Context: an optimization exercise on an open-source flow, tuned for small area and a short achievable clock period. The choices shown serve that exercise and are no tape-out recipe. Function was checked by simulation only, so behaviour that the tests miss may differ from the original. No activity file was given, so power comes from the tool's default toggle rates.

==> flow/design.v, too long to show whole: its modules and the start of the top module <==
// module dse_debounce: 20 lines
// module dse_square: 250 lines
// module dse_mac: 406 lines
// module dse_booth_enc: 14 lines
// module dse_var1: 367 lines
// module dse_add34: 116 lines
// module dse_add32: 108 lines
// module dse_core: 369 lines
module dse_core (
    input  wire        clk,
    input  wire        rst,             
    input  wire        fine,            
    input  wire        coarse,          
    input  wire        sec,             
    input  wire        btnA_n,          
    input  wire        btnB_n,          
    input  wire        srst,            
    input  wire        bus_evt,         
    input  wire        bus_nack,
    input  wire        bus_data_ready,  
    input  wire        bus_stop,        
    input  wire [7:0]  bus_rdata,
    output wire [1:0]  mode_o,
    output wire        disp_req,
    output wire [4:0]  hours_o,
    output wire [5:0]  minutes_o,
    output wire [5:0]  seconds_o,
    output wire [15:0] avg_temp,
    output wire        avg_valid,
    output wire        sensor_fault,
    output wire [3:0]  sensor_state,
    output wire        cmd_valid,
    output wire [2:0]  cmd_kind,
    output wire [6:0]  cmd_addr,
    output wire [7:0]  cmd_data
);
  // ...
==> flow/run.sh <==
#!/bin/bash
# synth_recipe.tcl (not shown) runs the flow's synth.tcl, then flattens the netlist and writes it again
# the make line also repeats each setting of config.mk as NAME=value (left out here)
make -C /OpenROAD-flow-scripts/flow DESIGN_CONFIG=/design/flow/config.mk WORK_HOME=/design/flow/orfs CLKGATE_MAP_FILE= SYNTH_SCRIPT=/design/flow/synth_recipe.tcl finish
==> flow/config.mk <==
export PLATFORM = sky130hd
export DESIGN_NAME = dse_core
export DESIGN_NICKNAME = dse_core
export VERILOG_FILES = /design/flow/design.v
export SDC_FILE = /design/flow/constraint.sdc
export NUM_CORES = 4
export LEC_CHECK = 0
export ABC_AREA = 1
export CAP_MARGIN = 60
export CORE_MARGIN = 2
export CORE_UTILIZATION = 60
export GPL_TIMING_DRIVEN = 1
export SLEW_MARGIN = 60
==> flow/constraint.sdc <==
create_clock -name core_clock -period 45.0 [get_ports {clk}]
set_input_delay 9.0000 -clock core_clock [delete_from_list [all_inputs] [get_ports {clk}]]
set_output_delay 9.0000 -clock core_clock [all_outputs]
set_load 0.01 [all_outputs]
==> impl_metrics.csv, run 1 <==
group,metric,value,unit
outcome,status,"timing/DRC/antenna clean",
clocking,cts_resized,0,
synth,yosysWarningCount,3,
drt,vias,27600,
clocking,htree_levels,1,
setup_path,path_max_fanout,31,
clocking,clk_pin_slew,60,ps
global_route,grt_pass1_vias,26800,
timing,fin_crit,18990,ps
clocking,clock_sinks,221,
final_layout,register_area,0.00512,mm^2
timing,tightestPinTransition,602,ps
pwr,swShare,33.5,%
synth,synth_top_area_share,22.1,%
final_layout,final_cells,4928,
timing,slew_violations,0,
final_layout,final_common_cell,"inv_1",
pwr,powerClk,0.000263,W
floorplanning,die_w,238,um
final_layout,n_all_buffers,107,
global_route,grtUsageTotal,32.5,%
final_layout,fillers,4878,
final_layout,multi_input_area_share,67.8,%
synth,synth-edff-count,69,
floorplanning,taps,696,
drt,via_per_inst,5.59,
timing,setup_ws,26010,ps
final_layout,clock_cell_area_share,3.09,%
final_layout,multiInputGateArea,0.0239,mm^2
setup_path,startpoint,"x_q[16]",
timing,hold_slack,467,ps
global_route,use_met3,6.54,%
synth,synth_top_family_by_area,"adder cells",
drt,met1_length,41300,um
final_layout,design_area,0.0353,mm^2
synth,syn_inst,4218,
worst_hold_path,holdCritStartpoint,"cal_t3[0]",
clocking,ctsHoldBuffers,0,
synth,yosysSeqAreaShare,15.6,%
==> run 2: changes to the inputs <==
--- a/flow/config.mk
+++ b/flow/config.mk
@@ -8,6 +8,6 @@
 export ABC_AREA = 1
 export CAP_MARGIN = 60
 export CORE_MARGIN = 2
-export CORE_UTILIZATION = 60
+export CORE_UTILIZATION = 70
 export GPL_TIMING_DRIVEN = 1
 export SLEW_MARGIN = 60
==> run 2 against run 1 <==
Compared with the run above: still clean on timing, DRC and antenna; sequential power is essentially flat; first-iteration DRC count grew 18%; count of clock-buffer cells in the layout shrank 14; clock skew shrank 21 ps; via count grew 2.3%; final cell count shrank 1.9%; register-to-register slack is essentially flat; critical path type unchanged.
==> impl_metrics.csv, run 2 <==
group,metric,value,unit
timing,hold_viol,0,
drt,vias,28200,
drt,wl,88300,um
floorplanning,core_area,0.0465,mm^2
clocking,cts_root_buf,"clkbuf_16",
drt,via_per_inst,5.83,
final_layout,final_common_cell,"inv_1",
worst_hold_path,holdPathStages,2,
pwr,p_total,0.000683,W
drt,firstDrtPassIters,6,
setup_path,r2r-end,"x_q[19]",
clocking,clock_sinks,221,
place,io_buffers,76,
synth,yosysMostFrequentCell,"inv_1",
outcome,status,"timing/DRC/antenna clean",
clocking,cts_buffer_depth,3,
pwr,p_leak,17.0,nW
final_layout,fillers,3668,
synth,synth-edff-count,69,
synth,yosysWarningCount,3,
synth,synth_ff_type,"dfxtp_1",
synth,yosysSeqAreaShare,15.6,%
setup_path,cp-end-kind,"primary output",
place,dp_hpwl,70000,um
floorplanning,ioPinCount,81,
floorplanning,die_y,221,um
setup_path,crit_required,36000,ps
drt,wl_per_cell,18.3,um
setup_path,regToRegSetupSlack,35730,ps
final_layout,mostFrequentLayoutCells,"inv_1, nand2_1, nor2_1, fa_1, xor2_1",
drt,drcViolationCount,0,
setup_path,arrival,9950,ps
final_layout,fin_nets,4883,
synth,ys_seq_elements,221,
clocking,htree_levels,1,
timing,timing.fmax,52.8,MHz
timing,fin_skew,29.4,ps
final_layout,top_register,"u_q",
worst_hold_path,holdCritStartpoint,"count[0]",
synth,synth_xor_area_share,10.3,%
pwr,p_per_area,19.5,mW/mm^2
clocking,ctsHoldBuffers,0,
synth,synth.area.mux_share,0.0610,%
clocking,cts_resized,0,
timing,slew_violations,0,
global_route,grt_pass1_wl,142000,um
setup_path,crit_type,"reg -> out",
final_layout,final_cells,4834,
final_layout,reg_top3,"u_q (24), x_q (21)",
setup_path,slowest_delay,540,ps
synth,synth_area,0.0328,mm^2
timing,finalSetupViolCount,0,
timing,period_share,42.1,%
setup_path,reg2reg_from,"x_q[0]",
timing,tightestPinTransition,587,ps
synth,ys_types,71,
synth,synth-simple-area-share,16.6,%
final_layout,multiInputGateArea,0.0239,mm^2
pwr,peakVddDrop,0.0297,mV
synth,avgSynthCellArea,7.78,um^2
drt,ant_nets,0,
global_route,antenna_found_initial,0,
final_layout,largest_reg_flops,24,
clocking,clk_pin_slew,60,ps
synth,synth_top_cell_by_area,"fa_1",
clocking,insertion_delay,600,ps
place,dp.cells,4782,
timing,tns,0,ps
synth,synth_top_area_share,22.1,%
drt,drt_iter0_markers,2353,
synth,syn_inst,4218,
global_route,overflow,0,
global_route,grtUsageTotal,36.9,%
synth,synth_top_family_by_area,"adder cells",
setup_path,r2r_cells,34,
worst_hold_path,hp-class,"reg -> reg",
clocking,cts_buffers,27,
floorplanning,initial_core_util,70.7,%
synth,ys_top_cells_by_area,"fa_1, ha_1, inv_1",
worst_hold_path,whs_endpoint,"count[0]",
synth,async_flop_share,0,%
synth,yosys.area_share.adder,33.3,%
setup_path,start_kind,"flip-flop",
timing,rsz0062_at_grt,"false",
setup_path,crit_slowest_cell,"clkdlybuf4s50_1",
synth,synth-compound-area-share,12.2,%
final_layout,register_area,0.00512,mm^2
run,cap_violations,0,
global_route,grt_pass1_vias,26900,
setup_path,crit_path_frequent_cell,"inv_1",
floorplanning,row_count,79,
timing,slew_headroom,60.8,%
clocking,cts_tree,"built",
final_layout,drive_gt1_share,5.80,%
timing,fin_crit,18950,ps
floorplanning,die_w,221,um
clocking,post_cts_buffers,0,
final_layout,diodes,0,
place,gp_congestion,0.968,
synth,synthTopCellsByCount,"inv_1, nand2_1, nor2_1, fa_1, xor2_1",
global_route,grt_max_degree,44,
final_layout,area_growth,6.51,%
setup_path,path_max_fanout,31,
floorplanning,dieArea,0.0486,mm^2
-- run 2: report_power, final --
group	internal (W)	switching, W	leakage, nW
clock	0.000130	0.000101	0.433
sequential	0.000215	0.00000164	1.85
combinational	0.000101	0.000134	14.7
-- run 2: logic make-up (layout without fill, tap and decap cells) --
group	after synthesis	in the layout
AND/OR/NAND/NOR	1275	1275
AO/OA/AOI/OAI	680	680
XOR/XNOR	370	370
multiplexers	2	2
other	1	2
buffers and inverters	1012	1020
adder cells (fa/ha/maj)	657	657
flip-flops	221	221
-- run 2: worst max path at each step --
stage | cells past startpoint | to | start | slack [ps]
3_3_place_gp | 40 | x_q[19] | bus_rdata[1] | 25770
6_report | 39 | avg_temp[5] | yt_q[0] | 26050
4_1_cts | 39 | avg_temp[5] | yt_q[0] | 26040
5_1_grt | 39 | avg_temp[5] | yt_q[0] | 25480
2_1_floorplan | 36 | x_q[15] | bus_rdata[1] | 28350
3_5_place_dp | 41 | x_q[19] | bus_rdata[0] | 26630
-- run 2: final cells by class --
cell class              instances  area share [%]
multi-input cells            2986            68.4
clock inverters                21           0.655
clock buffers                  29            1.95
flip-flops and latches        221            14.7
inverters                     864            9.33
well taps                     607            2.17
repair buffers                106            2.84
-- run 2: stage by stage --
step	area, um^2	util (%)	worst slack [ps]	hold slack, ps
3_5_place_dp	34000	73.2	26630	460
6_report	35000	75.3	26050	466
2_1_floorplan	32800	-	28350	428
5_1_grt	35000	75.3	25480	488
4_1_cts	34900	75.2	26040	469
3_3_place_gp	33800	72.8	25770	449
-- run 2: routing by layer --
layer	GRT usage, %	vias to the layer above	wire length [um]
met2	58.0	1319	38800
met1	51.2	13300	37500
met3	8.81	170	9490
met4	10.2	0	2490
li1	-	13400	-
met5	0	-	0
-- run 2: critical path, delay by kind of cell, from the launching register on --
kind            cells  cell delay [ps]
compound gates      8             1570
buf+inv             9             2120
xor+xnor            2              440
fa+ha+maj           7             2910
flops               1              420
simple gates       13             1910
==> module dse_core, before the edit <==
module dse_core (
    input  wire        clk,
    input  wire        rst,             
    input  wire        fine,            
    input  wire        coarse,          
    input  wire        sec,             
    input  wire        btnA_n,          
    input  wire        btnB_n,          
    input  wire        srst,            
    input  wire        bus_evt,         
    input  wire        bus_nack,
    input  wire        bus_data_ready,  
    input  wire        bus_stop,        
    input  wire [7:0]  bus_rdata,
    output wire [1:0]  mode_o,
    output wire        disp_req,
    output wire [4:0]  hours_o,
    output wire [5:0]  minutes_o,
    output wire [5:0]  seconds_o,
    output wire [15:0] avg_temp,
    output wire        avg_valid,
    output wire        sensor_fault,
    output wire [3:0]  sensor_state,
    output wire        cmd_valid,
    output wire [2:0]  cmd_kind,
    output wire [6:0]  cmd_addr,
    output wire [7:0]  cmd_data
);
    localparam [6:0]   SLAVE_ADDR      = 7'h76;
    localparam [7:0]   REG_CALIB       = 8'h88;
    localparam [7:0]   REG_CTRL_MEAS   = 8'hF4;
    localparam [7:0]   CTRL_MEAS_VALUE = 8'h21;
    localparam [7:0]   REG_STATUS      = 8'hF3;
    localparam [7:0]   REG_TEMP        = 8'hFA;
    localparam integer IDLE_TIMEOUT    = 300;
    localparam [1:0] M_TEMP = 2'd0, M_CLOCK = 2'd1, M_EHOUR = 2'd2, M_EMIN = 2'd3;
    localparam [3:0] PS_READ_CAL   = 4'd0,
                     PS_WRITE_CAL  = 4'd1,
                     PS_CFG_DONE   = 4'd2,
                     PS_STAT_CFG   = 4'd3,
                     PS_STATUS     = 4'd4,
                     PS_WAIT_MEAS  = 4'd5,
                     PS_START_READ = 4'd6,
                     PS_READING    = 4'd7,
                     PS_ERROR      = 4'd8;
    localparam [2:0] K_SEND_SINGLE = 3'b000,
                     K_SEND_START  = 3'b001,
                     K_SEND_FINISH = 3'b011,
                     K_RECV_SINGLE = 3'b100,
                     K_RECV_START  = 3'b101,
                     K_RECV_CONT   = 3'b110,
                     K_RECV_FINISH = 3'b111;
    wire       doneA, doneB;
    wire [8:0] durA;
    wire [5:0] durB;
    dse_debounce #(.W(9)) u_dbA (
        .clk(clk), .rst(rst), .fine(fine), .pin_n(btnA_n), .done(doneA), .dur(durA));
    dse_debounce #(.W(6)) u_dbB (
        .clk(clk), .rst(rst), .fine(fine), .pin_n(btnB_n), .done(doneB), .dur(durB));
    reg [1:0] mode;
    reg [8:0] idle_cnt;
    wire durA_1_50    = (durA <= 9'd50);      
    wire durA_1_90    = (durA <= 9'd90);
    wire durA_100_300 = (durA >= 9'd100) && (durA <= 9'd300);
    always @(posedge clk) begin
        if (rst) begin
            mode     <= M_TEMP;
            idle_cnt <= 9'd0;
        end else if (fine) begin
            if (mode == M_CLOCK) begin
                if (idle_cnt == IDLE_TIMEOUT - 1) begin
                    mode     <= M_TEMP;
                    idle_cnt <= 9'd0;
                end else begin
                    idle_cnt <= idle_cnt + 9'd1;
                end
            end else if (doneA) begin
                case (mode)
                    M_TEMP: begin
                        if (durA_1_90)         mode <= M_CLOCK;
                        else if (durA_100_300) mode <= M_EHOUR;
                    end
                    M_EHOUR: if (durA_1_50) mode <= M_EMIN;
                    M_EMIN:  if (durA_1_50) mode <= M_TEMP;
                    default: ;
                endcase
            end
        end
    end
    reg [4:0] hh;
    reg [5:0] mm, ss;
    reg [4:0] hh1;
    reg [5:0] mm1, ss1;
    always @(*) begin
        hh1 = hh; mm1 = mm; ss1 = ss;
        if (sec) begin
            if (ss == 6'd59) begin
                ss1 = 6'd0;
                if (mm == 6'd59) begin
                    mm1 = 6'd0;
                    hh1 = (hh == 5'd23) ? 5'd0 : hh + 5'd1;
                end else begin
                    mm1 = mm + 6'd1;
                end
            end else begin
                ss1 = ss + 6'd1;
            end
        end
    end
    wire inc_b = doneB && (durB <= 6'd50);    
    always @(posedge clk) begin
        if (rst) begin
            hh <= 5'd0;
            mm <= 6'd0;
            ss <= 6'd0;
        end else begin
            hh <= hh1;
            mm <= mm1;
            ss <= ss1;
            if (inc_b && mode == M_EHOUR)
                hh <= (hh1 == 5'd23) ? 5'd0 : hh1 + 5'd1;
            if (inc_b && mode == M_EMIN)
                mm <= (mm1 == 6'd59) ? 6'd0 : mm1 + 6'd1;
        end
    end
    reg  [3:0]  ps;
    reg  [2:0]  byte_idx;
    reg         burst;         
    reg  [15:0] cal_t1;
    reg  [15:0] cal_t2;
    reg  [15:0] cal_t3;
    reg         cal_valid;
    reg         cmd_v;
    reg  [2:0]  cmd_k;
    reg  [7:0]  cmd_d;
    wire ps_waiting = (ps == PS_WRITE_CAL) || (ps == PS_STAT_CFG) || (ps == PS_STATUS) ||
                      (ps == PS_WAIT_MEAS) || (ps == PS_START_READ) || (ps == PS_READING);
    wire ps_idle    = (ps == PS_READ_CAL) || (ps == PS_CFG_DONE);
    wire ev_srst   = srst;
    wire ev_nack   = !srst && bus_evt && bus_nack && (ps != PS_ERROR);
    wire ev_bus    = !srst && bus_evt && !bus_nack && ps_waiting;
    wire ev_coarse = coarse && ps_idle;    
    wire status_ready = bus_rdata[0];
    wire sample_valid = ev_bus && (ps == PS_READING) && byte_idx[0];
    always @(posedge clk) begin
        if (rst) begin
            ps        <= PS_READ_CAL;
            byte_idx  <= 3'd0;
            burst     <= 1'b0;
            cal_valid <= 1'b0;
            cmd_v     <= 1'b0;
            cmd_k     <= 3'd0;
            cmd_d     <= 8'd0;
        end else begin
            cmd_v <= 1'b0;
            cmd_k <= 3'd0;
            cmd_d <= 8'd0;
            if (ev_srst) begin
                ps       <= cal_valid ? PS_CFG_DONE : PS_READ_CAL;
                byte_idx <= 3'd0;
                burst    <= 1'b0;
            end else if (ev_nack) begin
                ps <= PS_ERROR;
            end else if (ev_bus) begin
                case (ps)
                    PS_WRITE_CAL: begin
                        if (!burst) begin
                            cmd_v <= 1'b1; cmd_k <= K_RECV_START;
                            burst <= 1'b1;
                        end else begin
                            case (byte_idx)
                                3'd0: cal_t1[7:0]  <= bus_rdata;
                                3'd1: cal_t1[15:8] <= bus_rdata;
                                3'd2: cal_t2[7:0]  <= bus_rdata;
                                3'd3: cal_t2[15:8] <= bus_rdata;
                                3'd4: cal_t3[7:0]  <= bus_rdata;
                                default: cal_t3[15:8] <= bus_rdata;
                            endcase
                            if (byte_idx == 3'd5) begin
                                cal_valid <= 1'b1;
                                ps        <= PS_CFG_DONE;
                                byte_idx  <= 3'd0;
                                burst     <= 1'b0;
                            end else begin
                                byte_idx <= byte_idx + 3'd1;
                                cmd_v <= 1'b1;
                                cmd_k <= (byte_idx == 3'd4) ? K_RECV_FINISH : K_RECV_CONT;
                            end
                        end
                    end
                    PS_STAT_CFG: begin
                        cmd_v <= 1'b1; cmd_k <= K_SEND_FINISH; cmd_d <= CTRL_MEAS_VALUE;
                        ps <= PS_STATUS;
                    end
                    PS_STATUS: begin
                        cmd_v <= 1'b1; cmd_k <= K_SEND_SINGLE; cmd_d <= REG_STATUS;
                        ps <= PS_WAIT_MEAS;
                        burst <= 1'b0;
                    end
                    PS_WAIT_MEAS: begin
                        if (!burst) begin
                            cmd_v <= 1'b1; cmd_k <= K_RECV_SINGLE;
                            burst <= 1'b1;
                        end else if (status_ready) begin
                            cmd_v <= 1'b1; cmd_k <= K_SEND_SINGLE; cmd_d <= REG_TEMP;
                            ps <= PS_START_READ;
                            burst <= 1'b0;
                        end else begin
                            cmd_v <= 1'b1; cmd_k <= K_SEND_SINGLE; cmd_d <= REG_STATUS;
                            burst <= 1'b0;
                        end
                    end
                    PS_START_READ: begin
                        cmd_v <= 1'b1; cmd_k <= K_RECV_START;
                        ps <= PS_READING;
                        byte_idx <= 3'd0;
                        burst    <= 1'b1;
                    end
                    PS_READING: begin
                        if (!byte_idx[0]) begin
                            cmd_v <= 1'b1; cmd_k <= K_RECV_FINISH;
                            byte_idx <= 3'd1;
                        end else begin
                            ps       <= PS_CFG_DONE;
                            byte_idx <= 3'd0;
                            burst    <= 1'b0;
                        end
                    end
                    default: ;
                endcase
            end else if (ev_coarse) begin
                if (ps == PS_READ_CAL) begin
                    cmd_v <= 1'b1; cmd_k <= K_SEND_SINGLE; cmd_d <= REG_CALIB;
                    ps <= PS_WRITE_CAL;
                end else begin
                    cmd_v <= 1'b1; cmd_k <= K_SEND_START; cmd_d <= REG_CTRL_MEAS;
                    ps <= PS_STAT_CFG;
                end
                byte_idx <= 3'd0;
                burst    <= 1'b0;
            end
        end
    end
    reg        [20:0] x_q;         
    reg        [23:0] u_q;         
    reg        [7:0]  yo_q, yt_q, yn_q;  
    reg               pend;        
    reg               pub;         
    reg        [3:0]  count;
    reg signed [13:0] q;
    reg        [3:0]  r;
    reg        [15:0] avg_hold;
    reg               avg_v;
    wire [8:0]  lo9  = {1'b0, x_q[7:0]} + {1'b0, bus_rdata};
    wire [8:0]  hr1  = x_q[16:8] + 9'd1;
    wire [8:0]  hi9  = lo9[8] ? hr1 : x_q[16:8];
    wire [16:0] dgen = {hi9, lo9[7:0]};
    wire [31:0] sqa, sqb;
    dse_square u_sq (.d(dgen), .sa(sqa), .sb(sqb));
    wire [31:12] sq;
    dse_add32 u_add_sq (.a(sqa), .b(sqb), .cin(1'b0), .s(sq));
    wire [37:0] za = {u_q, 14'd0};
    wire [37:0] pa, pb;
    wire [7:0]  ye_o, ye_t, ye_n;
    dse_booth_enc u_enc (.y(sample_valid ? cal_t3 : cal_t2), .bo(ye_o), .bt(ye_t), .bn(ye_n));
    dse_mac u_mac (.x(x_q), .bo(yo_q), .bt(yt_q), .bn(yn_q), .za(za), .pa(pa), .pb(pb));
    wire [33:0] va, vb;
    wire [33:0] q19 = {q[13], q, 19'd0};
    dse_var1 u_v1 (.a(pa[33:0]), .a2(pb[33:0]), .a3(q19), .b(bus_rdata), .t(cal_t2),
                   .va(va), .vb(vb));
    wire [33:10] v;
    dse_add34 u_add_v (.a(va), .b(vb), .cin(1'b0), .s(v));
    wire [8:0]  d0_hi = {1'b0, bus_rdata} - {1'b0, cal_t1[15:8]} - {8'd0, |cal_t1[7:0]};
    wire [7:0]  d0_lo = 8'd0 - cal_t1[7:0];
    always @(posedge clk) begin
        if (ev_bus && ps == PS_READING && !byte_idx[0])
            x_q <= {{4{d0_hi[8]}}, d0_hi, d0_lo};
        else if (sample_valid)
            x_q <= {1'b0, sq[31:12]};
    end
    always @(posedge clk) begin
        yo_q <= ye_o;
        yt_q <= ye_t;
        yn_q <= ye_n;
        u_q  <= sample_valid ? v[33:10]  : 24'd0;
    end
    wire [37:0]        w     = pa + pb;
    wire signed [14:0] s0    = w[37:23];              
    wire        [8:0]  b9    = w[22:14];
    wire        [11:0] th;                            
    assign th[0]  = 1'b1;
    assign th[11] = 1'b0;
    assign th[1] = (b9 >= 9'd26);
    assign th[2] = (b9 >= 9'd77);
    assign th[3] = (b9 >= 9'd128);
    assign th[4] = (b9 >= 9'd180);
    assign th[5] = (b9 >= 9'd231);
    assign th[6] = (b9 >= 9'd282);
    assign th[7] = (b9 >= 9'd333);
    assign th[8] = (b9 >= 9'd384);
    assign th[9] = (b9 >= 9'd436);
    assign th[10] = (b9 >= 9'd487);
    wire        [3:0]  h     = th[1] + th[2] + th[3] + th[4] + th[5] +
                               th[6] + th[7] + th[8] + th[9] + th[10];
    wire        [3:0]  r10   = 4'd10 - r;
    wire               e0    = th[r10];               
    wire               g0    = (r == 4'd0) && !th[1];             
    wire               g10   = th[r10] && !th[r10 + 4'd1];        
    wire        [4:0]  g     = r + h;
    wire        [3:0]  rn    = e0 ? g - 5'd10 : g[3:0];
    wire               neg   = s0[14] && !((&s0) && e0);
    wire        [1:0]  inc   = {1'b0, e0} + {1'b0, neg && !g0 && !g10};
    wire signed [15:0] s0x   = {s0[14], s0};
    wire signed [15:0] fq    = s0x + e0;
    wire signed [15:0] avg_u = s0x + inc;
    wire signed [15:0] q_lo  = q - 16'sd400;
    wire signed [15:0] q_hi  = q + 16'sd850;
    wire signed [15:0] q_lm  = q - 16'sd401;
    wire               c_lo  = (s0x < q_lm) || ((s0x == q_lm) && !th[10]);
    wire               c_hi  = (s0x > q_hi) || ((s0x == q_hi) && th[1]);
    wire signed [15:0] avg_lo = q_lo + ((q_lo < 0) && (r != 4'd0));
    wire signed [15:0] avg_hi = q_hi + ((q_hi < 0) && (r != 4'd0));
    wire        [15:0] avg_c = c_lo ? avg_lo : c_hi ? avg_hi : avg_u;
    always @(posedge clk) begin
        if (rst) begin
            pend     <= 1'b0;
            pub      <= 1'b0;
            count    <= 4'd0;
            q        <= 14'sd0;
            r        <= 4'd0;
            avg_hold <= 16'd0;
            avg_v    <= 1'b0;
        end else begin
            pend <= sample_valid;
            if (sample_valid) begin
                pub  <= (count == 4'd9);
                if (count == 4'd9) begin
                    avg_v <= 1'b1;
                    count <= 4'd0;
                end else begin
                    count <= count + 4'd1;
                end
            end
            if (pend) begin
                if (pub) begin
                    q        <= 14'sd0;
                    r        <= 4'd0;
                    avg_hold <= avg_c;
                end else begin
                    q <= c_lo ? q_lo[13:0] : c_hi ? q_hi[13:0] : fq[13:0];
                    r <= (c_lo || c_hi) ? r : rn;
                end
            end
        end
    end
    assign mode_o       = mode;
    assign disp_req     = (mode != M_TEMP);
    assign hours_o      = hh;
    assign minutes_o    = mm;
    assign seconds_o    = ss;
    assign avg_temp     = (pend && pub) ? avg_c : avg_hold;
    assign avg_valid    = avg_v;
    assign sensor_fault = (ps == PS_ERROR);
    assign sensor_state = ps;
    assign cmd_valid    = cmd_v;
    assign cmd_kind     = cmd_k;
    assign cmd_addr     = cmd_v ? SLAVE_ADDR : 7'd0;
    assign cmd_data     = cmd_d;
endmodule
==> run 3: changes to the inputs <==
--- a/flow/design.v
+++ b/flow/design.v
@@ -1538,8 +1538,7 @@
     wire [16:0] dgen = {hi9, lo9[7:0]};
     wire [31:0] sqa, sqb;
     dse_square u_sq (.d(dgen), .sa(sqa), .sb(sqb));
-    wire [31:12] sq;
-    dse_add32 u_add_sq (.a(sqa), .b(sqb), .cin(1'b0), .s(sq));
+    wire [31:0] sq = sqa + sqb;
     wire [37:0] za = {u_q, 14'd0};
     wire [37:0] pa, pb;
     wire [7:0]  ye_o, ye_t, ye_n;
@@ -1602,8 +1601,19 @@
     wire signed [15:0] avg_lo = q_lo + ((q_lo < 0) && (r != 4'd0));
     wire signed [15:0] avg_hi = q_hi + ((q_hi < 0) && (r != 4'd0));
     wire        [15:0] avg_c = c_lo ? avg_lo : c_hi ? avg_hi : avg_u;
+    reg               upd;
+    reg               upd_lo, upd_hi;
+    reg        [13:0] upd_q;
+    reg        [3:0]  upd_r;
+    always @(posedge clk) begin
+        upd_lo <= c_lo;
+        upd_hi <= c_hi;
+        upd_q  <= fq[13:0];
+        upd_r  <= rn;
+    end
     always @(posedge clk) begin
         if (rst) begin
+            upd      <= 1'b0;
             pend     <= 1'b0;
             pub      <= 1'b0;
             count    <= 4'd0;
@@ -1613,6 +1623,7 @@
             avg_v    <= 1'b0;
         end else begin
             pend <= sample_valid;
+            upd  <= pend && !pub;
             if (sample_valid) begin
                 pub  <= (count == 4'd9);
                 if (count == 4'd9) begin
@@ -1627,11 +1638,12 @@
                     q        <= 14'sd0;
                     r        <= 4'd0;
                     avg_hold <= avg_c;
-                end else begin
-                    q <= c_lo ? q_lo[13:0] : c_hi ? q_hi[13:0] : fq[13:0];
-                    r <= (c_lo || c_hi) ? r : rn;
                 end
             end
+            if (upd) begin
+                q <= upd_lo ? q_lo[13:0] : upd_hi ? q_hi[13:0] : upd_q;
+                r <= (upd_lo || upd_hi) ? r : upd_r;
+            end
         end
     end
     assign mode_o       = mode;
--- a/flow/config.mk
+++ b/flow/config.mk
@@ -8,6 +8,6 @@
 export ABC_AREA = 1
 export CAP_MARGIN = 60
 export CORE_MARGIN = 2
-export CORE_UTILIZATION = 70
+export CORE_UTILIZATION = 60
 export GPL_TIMING_DRIVEN = 1
 export SLEW_MARGIN = 60
==> run 3 against run 2 <==
Compared with the run above: still clean; worst setup slack improved by 230 ps; die area increased by 20%; hold slack got worse by 26 ps; design area increased by 4.2%.
==> impl_metrics.csv, run 3 <==
group,metric,value,unit
drt,drt_iter0_markers,2326,
drt,vias,29800,
timing,slew_violations,0,
synth,synth_top_family_by_area,"adder cells",
timing,fin_skew,19.6,ps
setup_path,crit_type,"reg -> out",
clocking,cts_tree,"built",
final_layout,drive_gt1_share,6.07,%
timing,tightestPinTransition,591,ps
synth,synth_top_area_share,20.8,%
synth,synth_xor_area_share,9.50,%
synth,yosysMostFrequentCell,"inv_1",
synth,avgSynthCellArea,7.59,um^2
synth,yosys.area_share.adder,31.6,%
final_layout,diodes,0,
floorplanning,die_w,242,um
clocking,cts_resized,0,
synth,synth-edff-count,69,
drt,wl,100000,um
place,dp_hpwl,79500,um
synth,ys_seq_elements,242,
clocking,cts_buffer_depth,3,
setup_path,crit_required,36000,ps
place,gp_congestion,0.959,
synth,syn_inst,4479,
global_route,grtUsageTotal,34.3,%
final_layout,largest_reg_flops,24,
synth,synth-compound-area-share,12.4,%
timing,fin_crit,18720,ps
clocking,htree_levels,1,
timing,finalSetupViolCount,0,
drt,wl_per_cell,19.1,um
synth,synth-simple-area-share,18.3,%
synth,synthTopCellsByCount,"inv_1, nand2_1, nor2_1, fa_1, xor2_1",
setup_path,path_max_fanout,17,
final_layout,area_growth,7.14,%
pwr,p_leak,17.7,nW
global_route,grt_pass1_wl,159000,um
synth,synth.area.mux_share,0.177,%
synth,synth_area,0.0340,mm^2
clocking,ctsHoldBuffers,0,
floorplanning,dieArea,0.0586,mm^2
final_layout,fin_nets,5147,
timing,period_share,41.6,%
pwr,peakVddDrop,0.0322,mV
timing,hold_viol,0,
timing,timing.fmax,53.4,MHz
drt,ant_nets,0,
setup_path,crit_path_frequent_cell,"nand2_1",
pwr,p_per_area,21.4,mW/mm^2
floorplanning,die_y,242,um
synth,synth_ff_type,"dfxtp_1",
floorplanning,core_area,0.0562,mm^2
floorplanning,ioPinCount,81,
global_route,overflow,0,
clocking,cts_root_buf,"clkbuf_16",
place,io_buffers,76,
final_layout,mostFrequentLayoutCells,"inv_1, nand2_1, nor2_1, fa_1, xor2_1",
final_layout,reg_top3,"u_q (24), x_q (21)",
floorplanning,row_count,87,
run,cap_violations,0,
drt,drcViolationCount,0,
setup_path,crit_slowest_cell,"fa_1",
clocking,cts_buffers,27,
drt,firstDrtPassIters,8,
synth,yosysSeqAreaShare,16.3,%
setup_path,slowest_delay,570,ps
global_route,grt_max_degree,56,
timing,slew_headroom,60.6,%
setup_path,arrival,9720,ps
final_layout,final_common_cell,"inv_1",
outcome,status,"timing/DRC/antenna clean",
timing,rsz0062_at_grt,"false",
clocking,post_cts_buffers,0,
pwr,p_total,0.000779,W
worst_hold_path,hp-class,"reg -> reg",
drt,via_per_inst,5.66,
final_layout,top_register,"u_q",
clocking,clock_sinks,242,
global_route,grt_pass1_vias,29000,
synth,yosysWarningCount,3,
synth,synth_top_cell_by_area,"fa_1",
global_route,antenna_found_initial,0,
setup_path,cp-end-kind,"primary output",
floorplanning,initial_core_util,60.5,%
synth,ys_top_cells_by_area,"fa_1, ha_1, dfxtp_1",
setup_path,start_kind,"flip-flop",
clocking,insertion_delay,600,ps
synth,async_flop_share,0,%
synth,ys_types,68,
clocking,clk_pin_slew,70,ps
timing,hold_slack,440,ps
timing,tns,0,ps
==> run 3: final timing paths <==
kind | startpoint | endpoint | slack (ps) | depth (start not counted)
max | x_q[14] | avg_temp[8] | 26280 | 44
min | upd_r[0] | r[0] | 440 | 2
max reg2reg | x_q[0] | x_q[13] | 35990 | 31
min reg2reg | upd_r[0] | r[0] | 440 | 2
==> run 3: routing by layer <==
| metal | track usage [%] | up-vias | wire length, um |
|---|---|---|---|
| met3 | 3.42 | 215 | 6680 |
| met1 | 46.4 | 14200 | 42500 |
| met5 | 0 | - | 0 |
| li1 | - | 14300 | - |
| met4 | 12.5 | 0 | 4140 |
| met2 | 57.2 | 1110 | 46900 |
==> run 3: power by group <==
part	internal, W	switching [W]	total, W
combinational	0.000115	0.000196	0.000311
sequential	0.000234	0.00000145	0.000235
clock	0.000126	0.000107	0.000233
total	0.000475	0.000304	0.000779
==> run 3: through the flow <==
step,utilization [%],instances,area [um^2],worst slack [ps]
global placement,62.8,5193,35300,26400
detailed placement,63.1,5200,35400,26920
finish,64.9,5255,36400,26280
floorplan,-,4480,34000,28630
global route,64.9,5255,36400,25670
CTS,64.7,5249,36300,26340
==> run 3: critical path, delay by kind of cell (launching register included) <==
family | cells | cell delay [ps]
simple gates | 21 | 2650
compound gates | 5 | 970
xor+xnor | 1 | 230
fa+ha+maj | 8 | 3380
buf+inv | 9 | 1410
flops | 1 | 480
==> run 3: cells by family (layout without fill, tap and decap cells) <==
logic type / Yosys count / in the layout
xor+xnor: 369 / 369
mux: 6 / 6
flops: 242 / 242
other cells: 1 / 2
fa+ha+maj: 648 / 648
buf+inv: 1034 / 1053
simple gates: 1444 / 1444
compound gates: 735 / 735
==> run 3: final cells by class <==
type | count | area [um^2]
inverters | 892 | 3370
well taps | 756 | 946
clock buffers | 28 | 689
fillers | 5173 | 19700
flip-flops and latches | 242 | 5540
multi-input cells | 3204 | 24700
clock inverters | 21 | 216
repair buffers | 112 | 1020
==> run 4: changes to the inputs <==
--- a/flow/design.v
+++ b/flow/design.v
@@ -1324,6 +1324,16 @@
                      PS_START_READ = 4'd6,
                      PS_READING    = 4'd7,
                      PS_ERROR      = 4'd8;
+    localparam [3:0] C_NONE        = 4'd0,
+                     C_SEND_CALIB  = 4'd1,    
+                     C_SEND_MEAS   = 4'd2,    
+                     C_SEND_CTRL   = 4'd3,    
+                     C_SEND_STATUS = 4'd4,    
+                     C_SEND_TEMP   = 4'd5,    
+                     C_RECV_SINGLE = 4'd12,
+                     C_RECV_START  = 4'd13,
+                     C_RECV_CONT   = 4'd14,
+                     C_RECV_FINISH = 4'd15;
     localparam [2:0] K_SEND_SINGLE = 3'b000,
                      K_SEND_START  = 3'b001,
                      K_SEND_FINISH = 3'b011,
@@ -1411,9 +1421,7 @@
     reg  [15:0] cal_t2;
     reg  [15:0] cal_t3;
     reg         cal_valid;
-    reg         cmd_v;
-    reg  [2:0]  cmd_k;
-    reg  [7:0]  cmd_d;
+    reg  [3:0]  cmd_c;         
     wire ps_waiting = (ps == PS_WRITE_CAL) || (ps == PS_STAT_CFG) || (ps == PS_STATUS) ||
                       (ps == PS_WAIT_MEAS) || (ps == PS_START_READ) || (ps == PS_READING);
     wire ps_idle    = (ps == PS_READ_CAL) || (ps == PS_CFG_DONE);
@@ -1429,13 +1437,9 @@
             byte_idx  <= 3'd0;
             burst     <= 1'b0;
             cal_valid <= 1'b0;
-            cmd_v     <= 1'b0;
-            cmd_k     <= 3'd0;
-            cmd_d     <= 8'd0;
+            cmd_c     <= C_NONE;
         end else begin
-            cmd_v <= 1'b0;
-            cmd_k <= 3'd0;
-            cmd_d <= 8'd0;
+            cmd_c <= C_NONE;
             if (ev_srst) begin
                 ps       <= cal_valid ? PS_CFG_DONE : PS_READ_CAL;
                 byte_idx <= 3'd0;
@@ -1446,7 +1450,7 @@
                 case (ps)
                     PS_WRITE_CAL: begin
                         if (!burst) begin
-                            cmd_v <= 1'b1; cmd_k <= K_RECV_START;
+                            cmd_c <= C_RECV_START;
                             burst <= 1'b1;
                         end else begin
                             case (byte_idx)
@@ -1464,42 +1468,41 @@
                                 burst     <= 1'b0;
                             end else begin
                                 byte_idx <= byte_idx + 3'd1;
-                                cmd_v <= 1'b1;
-                                cmd_k <= (byte_idx == 3'd4) ? K_RECV_FINISH : K_RECV_CONT;
+                                cmd_c <= (byte_idx == 3'd4) ? C_RECV_FINISH : C_RECV_CONT;
                             end
                         end
                     end
                     PS_STAT_CFG: begin
-                        cmd_v <= 1'b1; cmd_k <= K_SEND_FINISH; cmd_d <= CTRL_MEAS_VALUE;
+                        cmd_c <= C_SEND_CTRL;
                         ps <= PS_STATUS;
                     end
                     PS_STATUS: begin
-                        cmd_v <= 1'b1; cmd_k <= K_SEND_SINGLE; cmd_d <= REG_STATUS;
+                        cmd_c <= C_SEND_STATUS;
                         ps <= PS_WAIT_MEAS;
                         burst <= 1'b0;
                     end
                     PS_WAIT_MEAS: begin
                         if (!burst) begin
-                            cmd_v <= 1'b1; cmd_k <= K_RECV_SINGLE;
+                            cmd_c <= C_RECV_SINGLE;
                             burst <= 1'b1;
                         end else if (status_ready) begin
-                            cmd_v <= 1'b1; cmd_k <= K_SEND_SINGLE; cmd_d <= REG_TEMP;
+                            cmd_c <= C_SEND_TEMP;
                             ps <= PS_START_READ;
                             burst <= 1'b0;
                         end else begin
-                            cmd_v <= 1'b1; cmd_k <= K_SEND_SINGLE; cmd_d <= REG_STATUS;
+                            cmd_c <= C_SEND_STATUS;
                             burst <= 1'b0;
                         end
                     end
                     PS_START_READ: begin
-                        cmd_v <= 1'b1; cmd_k <= K_RECV_START;
+                        cmd_c <= C_RECV_START;
                         ps <= PS_READING;
                         byte_idx <= 3'd0;
                         burst    <= 1'b1;
                     end
                     PS_READING: begin
                         if (!byte_idx[0]) begin
-                            cmd_v <= 1'b1; cmd_k <= K_RECV_FINISH;
+                            cmd_c <= C_RECV_FINISH;
                             byte_idx <= 3'd1;
                         end else begin
                             ps       <= PS_CFG_DONE;
@@ -1511,10 +1514,10 @@
                 endcase
             end else if (ev_coarse) begin
                 if (ps == PS_READ_CAL) begin
-                    cmd_v <= 1'b1; cmd_k <= K_SEND_SINGLE; cmd_d <= REG_CALIB;
+                    cmd_c <= C_SEND_CALIB;
                     ps <= PS_WRITE_CAL;
                 end else begin
-                    cmd_v <= 1'b1; cmd_k <= K_SEND_START; cmd_d <= REG_CTRL_MEAS;
+                    cmd_c <= C_SEND_MEAS;
                     ps <= PS_STAT_CFG;
                 end
                 byte_idx <= 3'd0;
@@ -1538,7 +1541,8 @@
     wire [16:0] dgen = {hi9, lo9[7:0]};
     wire [31:0] sqa, sqb;
     dse_square u_sq (.d(dgen), .sa(sqa), .sb(sqb));
-    wire [31:0] sq = sqa + sqb;
+    wire [31:12] sq;
+    dse_add32 u_add_sq (.a(sqa), .b(sqb), .cin(1'b0), .s(sq));
     wire [37:0] za = {u_q, 14'd0};
     wire [37:0] pa, pb;
     wire [7:0]  ye_o, ye_t, ye_n;
@@ -1601,19 +1605,8 @@
     wire signed [15:0] avg_lo = q_lo + ((q_lo < 0) && (r != 4'd0));
     wire signed [15:0] avg_hi = q_hi + ((q_hi < 0) && (r != 4'd0));
     wire        [15:0] avg_c = c_lo ? avg_lo : c_hi ? avg_hi : avg_u;
-    reg               upd;
-    reg               upd_lo, upd_hi;
-    reg        [13:0] upd_q;
-    reg        [3:0]  upd_r;
-    always @(posedge clk) begin
-        upd_lo <= c_lo;
-        upd_hi <= c_hi;
-        upd_q  <= fq[13:0];
-        upd_r  <= rn;
-    end
     always @(posedge clk) begin
         if (rst) begin
-            upd      <= 1'b0;
             pend     <= 1'b0;
             pub      <= 1'b0;
             count    <= 4'd0;
@@ -1623,7 +1616,6 @@
             avg_v    <= 1'b0;
         end else begin
             pend <= sample_valid;
-            upd  <= pend && !pub;
             if (sample_valid) begin
                 pub  <= (count == 4'd9);
                 if (count == 4'd9) begin
@@ -1638,12 +1630,11 @@
                     q        <= 14'sd0;
                     r        <= 4'd0;
                     avg_hold <= avg_c;
+                end else begin
+                    q <= c_lo ? q_lo[13:0] : c_hi ? q_hi[13:0] : fq[13:0];
+                    r <= (c_lo || c_hi) ? r : rn;
                 end
             end
-            if (upd) begin
-                q <= upd_lo ? q_lo[13:0] : upd_hi ? q_hi[13:0] : upd_q;
-                r <= (upd_lo || upd_hi) ? r : upd_r;
-            end
         end
     end
     assign mode_o       = mode;
@@ -1655,8 +1646,24 @@
     assign avg_valid    = avg_v;
     assign sensor_fault = (ps == PS_ERROR);
     assign sensor_state = ps;
-    assign cmd_valid    = cmd_v;
+    reg [2:0] cmd_k;
+    reg [7:0] cmd_d;
+    always @(*) begin
+        case (cmd_c)
+            C_SEND_CALIB:  begin cmd_k = K_SEND_SINGLE; cmd_d = REG_CALIB;       end
+            C_SEND_MEAS:   begin cmd_k = K_SEND_START;  cmd_d = REG_CTRL_MEAS;   end
+            C_SEND_CTRL:   begin cmd_k = K_SEND_FINISH; cmd_d = CTRL_MEAS_VALUE; end
+            C_SEND_STATUS: begin cmd_k = K_SEND_SINGLE; cmd_d = REG_STATUS;      end
+            C_SEND_TEMP:   begin cmd_k = K_SEND_SINGLE; cmd_d = REG_TEMP;        end
+            C_RECV_SINGLE: begin cmd_k = K_RECV_SINGLE; cmd_d = 8'd0;            end
+            C_RECV_START:  begin cmd_k = K_RECV_START;  cmd_d = 8'd0;            end
+            C_RECV_CONT:   begin cmd_k = K_RECV_CONT;   cmd_d = 8'd0;            end
+            C_RECV_FINISH: begin cmd_k = K_RECV_FINISH; cmd_d = 8'd0;            end
+            default:       begin cmd_k = 3'd0;          cmd_d = 8'd0;            end
+        endcase
+    end
+    assign cmd_valid    = (cmd_c != C_NONE);
     assign cmd_kind     = cmd_k;
-    assign cmd_addr     = cmd_v ? SLAVE_ADDR : 7'd0;
+    assign cmd_addr     = cmd_valid ? SLAVE_ADDR : 7'd0;
     assign cmd_data     = cmd_d;
 endmodule
--- a/flow/config.mk
+++ b/flow/config.mk
@@ -8,6 +8,6 @@
 export ABC_AREA = 1
 export CAP_MARGIN = 60
 export CORE_MARGIN = 2
-export CORE_UTILIZATION = 60
+export CORE_UTILIZATION = 80
 export GPL_TIMING_DRIVEN = 1
 export SLEW_MARGIN = 60
==> run 4 against run 3 <==
Compared with the run above: largest power group unchanged; routed wire length down 1.6%; maximum frequency is 2.9% lower; count of clock-buffer cells in the layout up 7; global-route usage grew 12 points; sequential cell count down 28; sequential share of layout area decreased by 0.80 points; still clean on timing, DRC and antenna; sequential power decreased by about 10%; largest cell class unchanged; critical path type unchanged.
==> impl_metrics.csv, run 4 <==
group,metric,value,unit
outcome,status,"timing/DRC/antenna clean",
synth,synth_top_area_share,22.3,%
global_route,grt_pass1_vias,30100,
setup_path,path_max_fanout,45,
final_layout,area_growth,6.50,%
global_route,antenna_found_initial,1,
clocking,cts_tree,"built",
synth,yosysWarningCount,3,
synth,yosys.area_share.adder,33.9,%
timing,fin_skew,12.1,ps
setup_path,cp_num_buf_inv,6,
timing,tightestPinTransition,628,ps
synth,synth-simple-area-share,16.0,%
synth,synth_top_cell_by_area,"fa_1",
synth,synth_top_family_by_area,"adder cells",
place,io_buffers,76,
floorplanning,row_count,73,
floorplanning,initial_core_util,81.5,%
clocking,ctsHoldBuffers,0,
synth,synth-compound-area-share,12.8,%
place,dp_hpwl,73300,um
setup_path,start_kind,"flip-flop",
global_route,grtUsageTotal,46.7,%
synth,ys_top_cells_by_area,"fa_1, ha_1, inv_1",
clocking,cts_buffers,26,
setup_path,crit_slowest_cell,"clkdlybuf4s50_1",
setup_path,slowest_delay,550,ps
global_route,overflow,0,
setup_path,crit_family,"adder cells",
clocking,cts_resized,0,
floorplanning,ioPinCount,81,
drt,drt_iter0_markers,4187,
setup_path,crit_path_frequent_cell,"nand2_1",
drt,ant_nets,0,
setup_path,crit_required,36000,ps
global_route,grt_max_degree,47,
synth,synth-edff-count,69,
setup_path,crit_type,"reg -> out",
timing,rsz0062_at_grt,"false",
timing,fin_crit,19280,ps
clocking,clock_sinks,214,
floorplanning,dieArea,0.0423,mm^2
pwr,peakVddDrop,0.0262,mV
worst_hold_path,hp-class,"reg -> reg",
synth,syn_inst,4194,
synth,async_flop_share,0,%
drt,drcViolationCount,0,
drt,wl_per_cell,20.9,um
drt,wl,98500,um
timing,period_share,42.9,%
setup_path,startpoint,"yo_q[0]",
clocking,post_cts_buffers,0,
synth,yosysMostFrequentCell,"inv_1",
timing,timing.fmax,51.9,MHz
drt,vias,30600,
timing,tns,0,ps
synth,synth_xor_area_share,10.2,%
timing,finalSetupViolCount,0,
clocking,htree_levels,1,
global_route,grt_pass1_wl,154000,um
timing,hold_viol,0,
setup_path,arrival,10280,ps
clocking,cts_root_buf,"clkbuf_16",
final_layout,fin_nets,4861,
synth,synth.area.mux_share,0.185,%
synth,avgSynthCellArea,7.75,um^2
run,cap_violations,0,
place,gp_congestion,1.03,
pwr,p_per_area,21.0,mW/mm^2
final_layout,final_core_util,86.8,%
final_layout,reg_top3,"u_q (24), x_q (21)",
final_layout,mostFrequentLayoutCells,"inv_1, nand2_1, nor2_1, fa_1, xor2_1",
final_layout,drive_gt1_share,4.91,%
setup_path,reg2reg_from,"x_q[0]",
synth,ys_seq_elements,214,
timing,slew_headroom,58.0,%
final_layout,final_common_cell,"inv_1",
synth,synth_area,0.0325,mm^2
final_layout,top_register,"u_q",
clocking,clk_pin_slew,60,ps
timing,hold_slack,472,ps
floorplanning,die_y,206,um
setup_path,cp-end-kind,"primary output",
synth,ys_types,72,
drt,via_per_inst,6.48,
synth,yosysSeqAreaShare,15.3,%
floorplanning,core_area,0.0399,mm^2
timing,slew_violations,0,
final_layout,largest_reg_flops,24,
pwr,p_leak,16.6,nW
clocking,cts_buffer_depth,3,
worst_hold_path,holdCritStartpoint,"avg_hold[2]",
synth,synthTopCellsByCount,"inv_1, nand2_1, nor2_1, fa_1, xor2_1",
drt,firstDrtPassIters,15,
synth,synth_ff_type,"dfxtp_1",
floorplanning,die_w,206,um
clocking,insertion_delay,580,ps
[run 4: cell types whose count changed in the layout (fill, tap and decap cells not counted), moves of 21 or more]
cell / previous run / this run
nor2_1: 428 / 395
dfxtp_1: 172 / 138
nand2_1: 664 / 572
inv_1: 826 / 774
nand3_1: 140 / 115
buf_4: 34 / 13
[run 4: through the flow]
step | instances | instance area [um^2] | setup slack [ps] | total power, W
6_report | 4723 | 34600 | 25720 | 0.000727
5_1_grt | 4722 | 34600 | 25450 | 0.000761
4_1_cts | 4719 | 34600 | 26180 | 0.000717
3_5_place_dp | 4671 | 33600 | 26070 | 0.000477
3_3_place_gp | 4661 | 33400 | 25750 | 0.000457
2_1_floorplan | 4195 | 32500 | 28190 | 0.000405
[run 4: cell families after synthesis]
kind of cell	after synthesis
flip-flops	214
buffers and inverters	986
XOR/XNOR	367
AND/OR/NAND/NOR	1237
AO/OA/AOI/OAI	719
multiplexers	6
other	1
adder cells (fa/ha/maj)	664
[run 4: area by class of cell]
type	instances	area, um^2
multi-input cells	2995	23900
fillers	2215	5290
flip-flops and latches	214	4980
inverters	843	3180
repair buffers	97	958
clock buffers	35	810
well taps	525	657
clock inverters	13	163
diodes	1	2.50
[run 4: path summary, 6_finish.rpt]
kind	depth (start not counted)	slack, ps	to
max	37	25720	avg_temp[1]
min	2	470	avg_hold[2]
max reg2reg	34	34990	x_q[19]
min reg2reg	2	470	avg_hold[2]
[run 4: worst register-to-register path: cells and delay by family (launching register included)]
kind	cells	cell delay (ps)
AOI/OAI and AO/OA	9	2030
xor gates and xnor gates	2	380
DFF	1	710
adders and majority gates	9	3950
and+or+nand+nor	8	1660
buffers and inverters	6	1020
[run 4: power by group]
group,total [W],internal [W],switching [W],leakage (nW)
Clock,0.000239,0.000140,0.0000990,0.477
Combinational,0.000277,0.000109,0.000168,14.4
Sequential,0.000211,0.000209,0.00000157,1.80
Total,0.000727,0.000458,0.000269,16.6
[run 4: metal layers]
layer	vias to the layer above	share of wire, %	track usage [%]
met3	621	14	14.9
met4	2	6.7	23.6
met2	2386	44	74.1
li1	13300	-	-
met5	-	0.011	0
met1	14200	35	57.5
==> run 5: changes to the inputs <==
--- a/flow/config.mk
+++ b/flow/config.mk
@@ -8,6 +8,6 @@
 export ABC_AREA = 1
 export CAP_MARGIN = 60
 export CORE_MARGIN = 2
-export CORE_UTILIZATION = 80
+export CORE_UTILIZATION = 70
 export GPL_TIMING_DRIVEN = 1
 export SLEW_MARGIN = 60
==> run 5 against run 4 <==
Compared with the run above: sequential cell count unchanged; worst setup slack better by 400 ps; highest routed layer is now met4; critical path type unchanged; clock skew up 12 ps; die area up 14%; hold slack worse by 3.6 ps; register-to-register slack better by 370 ps; non-clock buffer count down 2; still clean; design area about the same.
==> impl_metrics.csv, run 5 <==
group,metric,value,unit
drt,drcViolationCount,0,
final_layout,fin_nets,4860,
timing,period_share,42.0,%
pwr,p_leak,16.6,nW
drt,via_per_inst,5.94,
final_layout,largest_reg_flops,24,
timing,tightestPinTransition,613,ps
place,dp_hpwl,71700,um
setup_path,crit_path_frequent_cell,"nand2_1",
clocking,cts_resized,0,
clocking,cts_root_buf,"clkbuf_16",
final_layout,top_register,"u_q",
final_layout,drive_gt1_share,4.81,%
synth,ys_top_cells_by_area,"fa_1, ha_1, inv_1",
synth,yosysMostFrequentCell,"inv_1",
final_layout,reg_top3,"u_q (24), x_q (21)",
run,cap_violations,0,
synth,async_flop_share,0,%
timing,fin_skew,24.5,ps
global_route,grt_max_degree,49,
synth,synth-edff-count,69,
setup_path,crit_slowest_cell,"clkdlybuf4s50_1",
global_route,grtUsageTotal,38.5,%
synth,syn_inst,4194,
worst_hold_path,hp-class,"reg -> reg",
pwr,p_per_area,20.1,mW/mm^2
clocking,ctsHoldBuffers,0,
clocking,cts_buffers,27,
drt,drt_iter0_markers,2862,
timing,hold_viol,0,
floorplanning,ioPinCount,81,
floorplanning,die_y,220,um
global_route,grt_pass1_wl,146000,um
final_layout,multiInputGateArea,0.0239,mm^2
clocking,cts_tree,"built",
timing,tns,0,ps
worst_hold_path,holdPathStages,2,
final_layout,final_common_cell,"inv_1",
timing,fin_crit,18880,ps
timing,slew_headroom,58.8,%
drt,wl_per_cell,18.9,um
clocking,htree_levels,1,
final_layout,register_area,0.00498,mm^2
floorplanning,core_area,0.0456,mm^2
synth,ys_seq_elements,214,
synth,synth_top_cell_by_area,"fa_1",
timing,timing.fmax,53.0,MHz
drt,firstDrtPassIters,8,
floorplanning,row_count,78,
clocking,clk_pin_slew,60,ps
timing,slew_violations,0,
clocking,insertion_delay,590,ps
drt,vias,28500,
synth,yosysSeqAreaShare,15.3,%
clocking,cts_buffer_depth,3,
final_layout,area_growth,6.45,%
synth,synth_top_area_share,22.3,%
setup_path,cp-end-kind,"primary output",
place,dp.cells,4747,
floorplanning,die_w,220,um
setup_path,crit_type,"reg -> out",
setup_path,start_kind,"flip-flop",
synth,synth_area,0.0325,mm^2
synth,synth_ff_type,"dfxtp_1",
global_route,antenna_found_initial,0,
synth,synthTopCellsByCount,"inv_1, nand2_1, nor2_1, fa_1, xor2_1",
setup_path,crit_required,36000,ps
setup_path,arrival,9880,ps
outcome,status,"timing/DRC/antenna clean",
pwr,peakVddDrop,0.0266,mV
timing,finalSetupViolCount,0,
timing,rsz0062_at_grt,"false",
setup_path,r2r_cells,34,
final_layout,final_cells,4797,
floorplanning,initial_core_util,71.3,%
place,io_buffers,76,
synth,yosysWarningCount,3,
setup_path,path_max_fanout,16,
clocking,clock_sinks,214,
clocking,post_cts_buffers,0,
synth,avgSynthCellArea,7.75,um^2
drt,wl,90700,um
place,gp_congestion,0.971,
setup_path,slowest_delay,550,ps
global_route,overflow,0,
global_route,grt_pass1_vias,27900,
synth,ys_types,72,
final_layout,fillers,3567,
floorplanning,dieArea,0.0482,mm^2
final_layout,mostFrequentLayoutCells,"inv_1, nand2_1, nor2_1, fa_1, xor2_1",
drt,ant_nets,0,
## run 5: cells by family after synthesis
family	share of synthesized area (%)
and+or+nand+nor	16.0
buffers and inverters	11.6
AOI/OAI and AO/OA	12.8
adders and majority gates	33.9
xor gates and xnor gates	10.2
DFF	15.3
muxes	0.185
other	0.0115
## run 5: layout make-up
class	instances	area share (%)
antenna	1	0.00723
clock inverter	6	0.275
tap	600	2.17
timing repair buffer	95	2.60
multi-input combinational	2995	68.9
inverter	843	9.20
sequential	214	14.4
clock buffer	43	2.40
## run 5: per-layer routing
metal | share of wire (%) | track usage (%)
met2 | 44 | 60.5
met5 | 0 | 0
met3 | 11 | 7.54
met4 | 4.0 | 13.7
met1 | 41 | 53.3
## run 5: metrics by stage
step / worst slack (ps) / area (um^2) / hold WS, ps / utilization (%) / total power [W]
3_5_place_dp: 26430 / 33600 / 465 / 73.8 / 0.000470
2_1_floorplan: 28190 / 32500 / 448 / - / 0.000405
3_3_place_gp: 25620 / 33500 / 459 / 73.6 / 0.000463
6_report: 26120 / 34600 / 468 / 75.9 / 0.000696
5_1_grt: 25590 / 34600 / 487 / 75.9 / 0.000743
4_1_cts: 26190 / 34600 / 472 / 75.8 / 0.000697
## run 5: worst paths after layout
kind / startpoint / endpoint / slack [ps]
worst max-delay path: x_q[16] / avg_temp[14] / 26120
worst min register to register: avg_v / avg_v / 470
worst min-delay path: avg_v / avg_v / 470
worst max register to register: x_q[0] / x_q[19] / 35360
## run 5: worst max-delay path: cells and delay by family (launching register included)
| family | cells | cell delay, ps |
|---|---|---|
| AOI/OAI and AO/OA | 2 | 440 |
| buffers and inverters | 6 | 1400 |
| and+or+nand+nor | 25 | 3480 |
| xor gates and xnor gates | 1 | 230 |
| adders and majority gates | 9 | 3380 |
| DFF | 1 | 380 |
## run 5: report_power, final
part / total, W / switching, W / internal (W) / leakage, nW
registers: 0.000211 / 0.00000153 / 0.000210 / 1.80
logic: 0.000258 / 0.000152 / 0.000106 / 14.3
clock network: 0.000227 / 0.0000892 / 0.000138 / 0.456

==> afterwards: timing with drivers on the ports <==
The flow's constraints put no driver on any port. The routed layouts listed below were extracted and timed again, unchanged, in two steps. Step 1 assumes that a clkbuf_16 drives the clock port and a buf_2 every other input. Step 2 times the ports against the registers' clock, not the clock port: input delays grow and output delays shrink by t, the midpoint of the rising clock arrivals with the driver on. a / b / c = no drivers / after step 1 / after step 2; a / b = the first two.
| run | t, ns | setup slack, ns | worst setup path after step 2 |
|---|---|---|---|
| run 1 | 0.672 | 26.009 / 25.943 / 26.464 | input to register |
| run 2 | 0.651 | 26.051 / 25.988 / 26.503 | input to register |
| run 3 | 0.650 | 26.284 / 26.223 / 26.873 | register to output |
| run 4 | 0.638 | 25.717 / 25.658 / 25.957 | input to register |
| run 5 | 0.644 | 26.115 / 26.052 / 26.306 | input to register |
After both steps every run listed still meets setup and hold.
